Context: an optimization exercise on an open-source flow, tuned for small area and a short achievable clock period. The choices shown serve that exercise and are no tape-out recipe. The RTL was checked by simulation tests, not by an equivalence proof against the original design. Power and IR drop assume default switching activity.

Design ddr_timing_engine, start of the top module:
module ddr_timing_engine (
    input  wire        clk,
    input  wire        rst,
    input  wire [7:0]  cfg_trrd,
    input  wire [7:0]  cfg_trcd,
    input  wire [7:0]  cfg_twtr,
    input  wire [7:0]  cfg_trtw,
    input  wire [7:0]  cfg_twr,
    input  wire [7:0]  cfg_trp,
    input  wire [7:0]  cfg_cas,
    input  wire [7:0]  cfg_wl,
    input  wire [7:0]  cfg_btt,
    input  wire        cmd_valid,
    input  wire [2:0]  cmd_kind,
    input  wire        cmd_ap,
    input  wire        cmd_all,
    input  wire [2:0]  cmd_bank,
    input  wire [2:0]  qry_kind,
    input  wire [2:0]  qry_bank,
    output wire [4:0]  qry_code,
    output wire [31:0] can_issue,
    output wire [23:0] bank_state,
    output wire        fatal,
    output wire [3:0]  fatal_inv,
    output wire [4:0]  fatal_detail
);
Size in the first run: ~2800 cells after synthesis.
Settings: LEC_CHECK=0, ABC_AREA=1, CAP_MARGIN=20, CORE_MARGIN=2, CORE_UTILIZATION=50, SLEW_MARGIN=20; clock period 20.0 ns.
standard.sh (not shown) runs the stock make flow with config.mk's settings and CLKGATE_MAP_FILE= SYNTH_SCRIPT=/design/flow/synth_recipe.tcl, a recipe that flattens the netlist after the stock synthesis.
==> flow/flow/run.sh <==
#!/bin/bash
# The standard layout (standard.sh, unchanged synthesis) with these
# changes to how the layout is built:
#  - port buffers are the small sky130_fd_sc_hd__buf_1 instead of the
#    resizer's default pick (every input and output still gets a buffer);
#  - clock tree synthesis with clkbuf_8 (12-sink clusters) and without dummy loads;
set -euo pipefail
export BUFFER_PORTS_ARGS="-buffer_cell sky130_fd_sc_hd__buf_1"
export CTS_ARGS="-sink_clustering_enable -repair_clock_nets -dont_use_dummy_load -buf_list {sky130_fd_sc_hd__clkbuf_8} -root_buf sky130_fd_sc_hd__clkbuf_8 -sink_clustering_size 12 -sink_clustering_max_diameter 60"
export SETUP_SLACK_MARGIN=10.5
bash standard.sh > standard.log 2>&1
Then changed:
--- a/flow/design.v
+++ b/flow/design.v
@@ -80,24 +80,23 @@
         for (g = 0; g < 8; g = g + 1) begin : g_rbw
             if (g == 0) begin : g0
                 assign rc_bw[g] = run && rc_nz;
             end else begin : gn
                 assign rc_bw[g] = run && rc_nz && (rc_cnt[g-1:0] == {g{1'b0}});
             end
         end
     endgenerate
     wire [8:0] e_dec  = e_cnt ^ e_bw;
     wire [7:0] rc_dec = rc_cnt ^ rc_bw;
     assign wr_busy = (state == S_WRITING) || rc_nz;
-    wire closed = (state == S_IDLE) || (state == S_PRECHARGING);
-    wire load   = sel && !(kind == 2'd3 && closed);
+    wire load   = sel;
     wire ends   = (e_cnt[8:1] == 8'd0);
     wire step   = run && ends;
     wire phase  = rd_busy && rp_nz;      
     wire pass   = step && !phase;        
     wire is_w   = (state == S_WRITING);
     reg [2:0] p_state;
     always @(*) begin
         case (state)
             S_ACTIVATING:  p_state = S_ACTIVE;
             S_READING:     p_state = !ap ? S_ACTIVE : idle_r ? S_IDLE : S_PRECHARGING;
             S_WRITING:     p_state = !ap ? S_ACTIVE : idle_w ? S_IDLE : S_PRECHARGING;
@@ -245,22 +244,24 @@
     wire [1:0] raise_enc = pre_all ? 2'd2 : reserved ? 2'd3 : 2'd1;
     wire [3:0] raise_det = pre_all ? 4'd0 : reserved ? {1'b0, cmd_kind} : cmd_code;
     always @(posedge clk) begin
         if (rst) begin
             fenc <= 2'd0;
             fdet <= 4'd0;
         end else begin
             fenc <= fenc | ({2{raise}} & raise_enc);
             fdet <= fdet | ({4{raise}} & raise_det);
         end
     end
+    wire cmd_closed = (st[cmd_bank] == S_IDLE) || (st[cmd_bank] == S_PRECHARGING);
+    wire commit_ld  = commit && !(cmd_kind[1:0] == 2'd3 && cmd_closed);
     wire c_act = commit && (cmd_kind[1:0] == 2'd0);
     wire c_rd  = commit && (cmd_kind[1:0] == 2'd1);
     wire c_wr  = commit && (cmd_kind[1:0] == 2'd2);
     reg  [2:0] l_state;
     reg  [8:0] l_e;
     reg        l_ap;
     always @(*) begin
         l_ap = 1'b0;
         l_e  = 9'd0;
         case (cmd_kind[1:0])
             2'd0: begin
@@ -318,23 +319,23 @@
         rd_off  <= rd_nxt;
         wr_off  <= wr_nxt;
         f_rdbus <= gt10(rd_nxt, cas_off);
         f_rdw   <= gt10(rd_nxt, wl_off);
         f_rtw   <= gt10(rd_nxt, wlrtw_off);
         f_wrw   <= gt10(wr_nxt, wl_off);
         f_wtr   <= gt10(wr_nxt, wtr_off);
     end
     genvar b, k;
     generate
         for (b = 0; b < 8; b = b + 1) begin : g_bank
-            wire sel = commit && (cmd_bank == b);
+            wire sel = commit_ld && (cmd_bank == b);
             ddr_bank_fsm u_fsm (
                 .clk(clk), .rst(rst), .run(run),
                 .sel(sel), .kind(cmd_kind[1:0]),
                 .l_state(l_state), .l_e(l_e), .l_ap(l_ap), .l_p(l_p),
                 .t_wr(cfg_twr), .t_rp(cfg_trp), .rp_nz(cfg_trp != 8'd0),
                 .idle_r(idle_r), .rel_r(rel_r), .idle_w(idle_w), .rel_w(rel_w),
                 .state(st[b]), .ap(apf[b]), .wr_busy(wrf[b]), .rd_busy(rpf[b])
             );
             assign writing[b] = (st[b] == S_WRITING);
             assign bank_state[3*b +: 3] = st[b];
             ddr_constraint u_chk (
=>
- final area climbs slightly
- sequential share of layout area is about the same
- setup slack is worse by 0.0082 ns
- routed wire length is lower slightly
- non-clock buffer count goes down by 3
- cell count is lower slightly
- die area hardly moves


Starting RTL as in the previous note.
==> flow/config.mk <==
export PLATFORM = sky130hd
export DESIGN_NAME = ddr_timing_engine
export DESIGN_NICKNAME = ddr_timing_engine
export VERILOG_FILES = /design/flow/design.v
export SDC_FILE = /design/flow/constraint.sdc
export NUM_CORES = 4
export LEC_CHECK = 0
export ABC_AREA = 1
export CAP_MARGIN = 20
export CORE_MARGIN = 2
export CORE_UTILIZATION = 50
export SLEW_MARGIN = 20
==> flow/constraint.sdc <==
create_clock -name core_clock -period 20.0 [get_ports {clk}]
set_input_delay 4.0000 -clock core_clock [delete_from_list [all_inputs] [get_ports {clk}]]
set_output_delay 4.0000 -clock core_clock [all_outputs]
set_load 0.01 [all_outputs]
==> flow/flow/run.sh <==
#!/bin/bash
# The standard layout (standard.sh, unchanged synthesis) with these
# changes to how the layout is built:
#  - port buffers are the small sky130_fd_sc_hd__buf_1 instead of the
#    resizer's default pick (every input and output still gets a buffer);
#  - clock tree synthesis with clkbuf_8 (12-sink clusters) and without dummy loads;
set -euo pipefail
export BUFFER_PORTS_ARGS="-buffer_cell sky130_fd_sc_hd__buf_1"
export CTS_ARGS="-sink_clustering_enable -repair_clock_nets -dont_use_dummy_load -buf_list {sky130_fd_sc_hd__clkbuf_8} -root_buf sky130_fd_sc_hd__clkbuf_8 -sink_clustering_size 12 -sink_clustering_max_diameter 60"
export SETUP_SLACK_MARGIN=11
bash standard.sh > standard.log 2>&1
The baseline finished with timing, DRC and antenna clean.
Edit:
--- a/flow/design.v
+++ b/flow/design.v
@@ -346,45 +346,38 @@
             );
             for (k = 0; k < 4; k = k + 1) begin : g_kind
                 assign can_issue[4*b+k] = (code[4*b+k] == 4'd0);
             end
         end
     endgenerate
-    wire [7:0] b_pre, b_idle, b_actg, b_cl, b_ca, b_oa, b_wrb, b_rdb, qsel;
+    wire [7:0] b_pre, b_idle, b_actg, b_ap, b_wrb, b_rdb, qsel;
     genvar q;
     generate
         for (q = 0; q < 8; q = q + 1) begin : g_q
             assign b_pre[q]  = (st[q] == S_PRECHARGING);
             assign b_idle[q] = (st[q] == S_IDLE);
             assign b_actg[q] = (st[q] == S_ACTIVATING);
-            assign b_cl[q]   = b_pre[q] | b_idle[q];
-            assign b_ca[q]   = b_cl[q] | apf[q];
-            assign b_oa[q]   = !b_cl[q] & apf[q];
+            assign b_ap[q]   = apf[q];
             assign b_wrb[q]  = wrf[q];
             assign b_rdb[q]  = rpf[q];
             assign qsel[q]   = (qry_bank == q);
         end
     endgenerate
-    wire P  = |(qsel & b_pre);
-    wire I  = |(qsel & b_idle);
-    wire G  = |(qsel & b_actg);
-    wire C  = |(qsel & b_cl);
-    wire CA = |(qsel & b_ca);
-    wire OA = |(qsel & b_oa);
-    wire W  = |(qsel & b_wrb);
-    wire R  = |(qsel & b_rdb);
-    wire rbus = f_rdbus | any_writing;
-    wire wx   = !f_wrbus & !f_rtw;
-    wire [3:0] qa = {P | (!f_rrd & !I), !P & !f_rrd & !I, 1'b0, !I | f_rrd};
-    wire [3:0] qr = {rbus | (!G & CA),
-                     !rbus & !G & !C & (CA | f_wtr),
-                     rbus | G | CA | f_wtr,
-                     !rbus & !G & (C | (!CA & f_wtr))};
-    wire [3:0] qw = {f_wrbus | (wx & !G & CA),
-                     !f_wrbus & (f_rtw | (!G & CA)),
-                     f_wrbus | (wx & G) | (wx & !G & OA),
-                     !f_wrbus & (f_rtw | G | OA)};
-    wire [3:0] qp = {W, !W & (G | R), !W & !G & R, 1'b0};
+    wire q_pre  = |(qsel & b_pre);
+    wire q_idle = |(qsel & b_idle);
+    wire q_actg = |(qsel & b_actg);
+    wire q_ap   = |(qsel & b_ap);
+    wire q_wrb  = |(qsel & b_wrb);
+    wire q_rdb  = |(qsel & b_rdb);
+    wire q_open = !(q_pre | q_idle | q_actg);
+    wire rd_bus = f_rdbus | any_writing;
+    reg [3:0] qa, qr, qw, qp;
+    always @(*) begin
+        qa = q_pre ? 4'd9 : f_rrd ? 4'd1 : !q_idle ? 4'd13 : 4'd0;
+        qr = rd_bus ? 4'd10 : q_actg ? 4'd2 : !q_open ? 4'd11 : q_ap ? 4'd14 : f_wtr ? 4'd7 : 4'd0;
+        qw = f_wrbus ? 4'd10 : f_rtw ? 4'd5 : q_actg ? 4'd3 : !q_open ? 4'd12 : q_ap ? 4'd15 : 4'd0;
+        qp = q_wrb ? 4'd8 : q_actg ? 4'd4 : q_rdb ? 4'd6 : 4'd0;
+    end
     wire [3:0] kd = {qry_kind == 3'd3, qry_kind == 3'd2, qry_kind == 3'd1, qry_kind == 3'd0};
     assign qry_code = {qry_kind[2] & (qry_kind[1:0] != 2'b00),
                        ({4{kd[0]}} & qa) | ({4{kd[1]}} & qr) | ({4{kd[2]}} & qw) | ({4{kd[3]}} & qp)};
 endmodule
Outcome:
- sequential share of layout area went down by 0.27 points
- cell area went up by 1.2%
- power barely changes
- core utilization went up by 0.53 points
- synthesized area went up by 0.51%

afterwards: timing with drivers on the ports:
In the flow no input, the clock included, has a driving cell. The finished layouts below were timed again as built, in two steps. Step 1: set_driving_cell puts a clkbuf_16 on clk and a buf_2 on each other input, an assumption about the parent block. Step 2 moves the port delays by t, midway between the first and last clock arrival at a register: inputs arrive t later, outputs are due t later. That takes back most of the time a late clock gives input paths. a / b / c = no drivers / after step 1 / after step 2; a / b = the first two.
run	t, ns	setup slack, ns	worst register clock-pin slew, ns
the first run of note 1	0.631	10.321 / 10.269 / 10.146	0.09 / 0.09
the second run of note 1	0.631	10.313 / 10.249 / 10.249	0.09 / 0.09
the first run of note 2	0.668	10.334 / 10.241 / 10.241	0.09 / 0.09
the second run of note 2	0.675	10.023 / 9.964 / 9.964	0.09 / 0.09
After both steps every run listed still meets setup and hold. For the first run of note 1, which loses most, drivers alone change the setup slack by -0.052 ns; drivers and shift together by -0.175 ns.
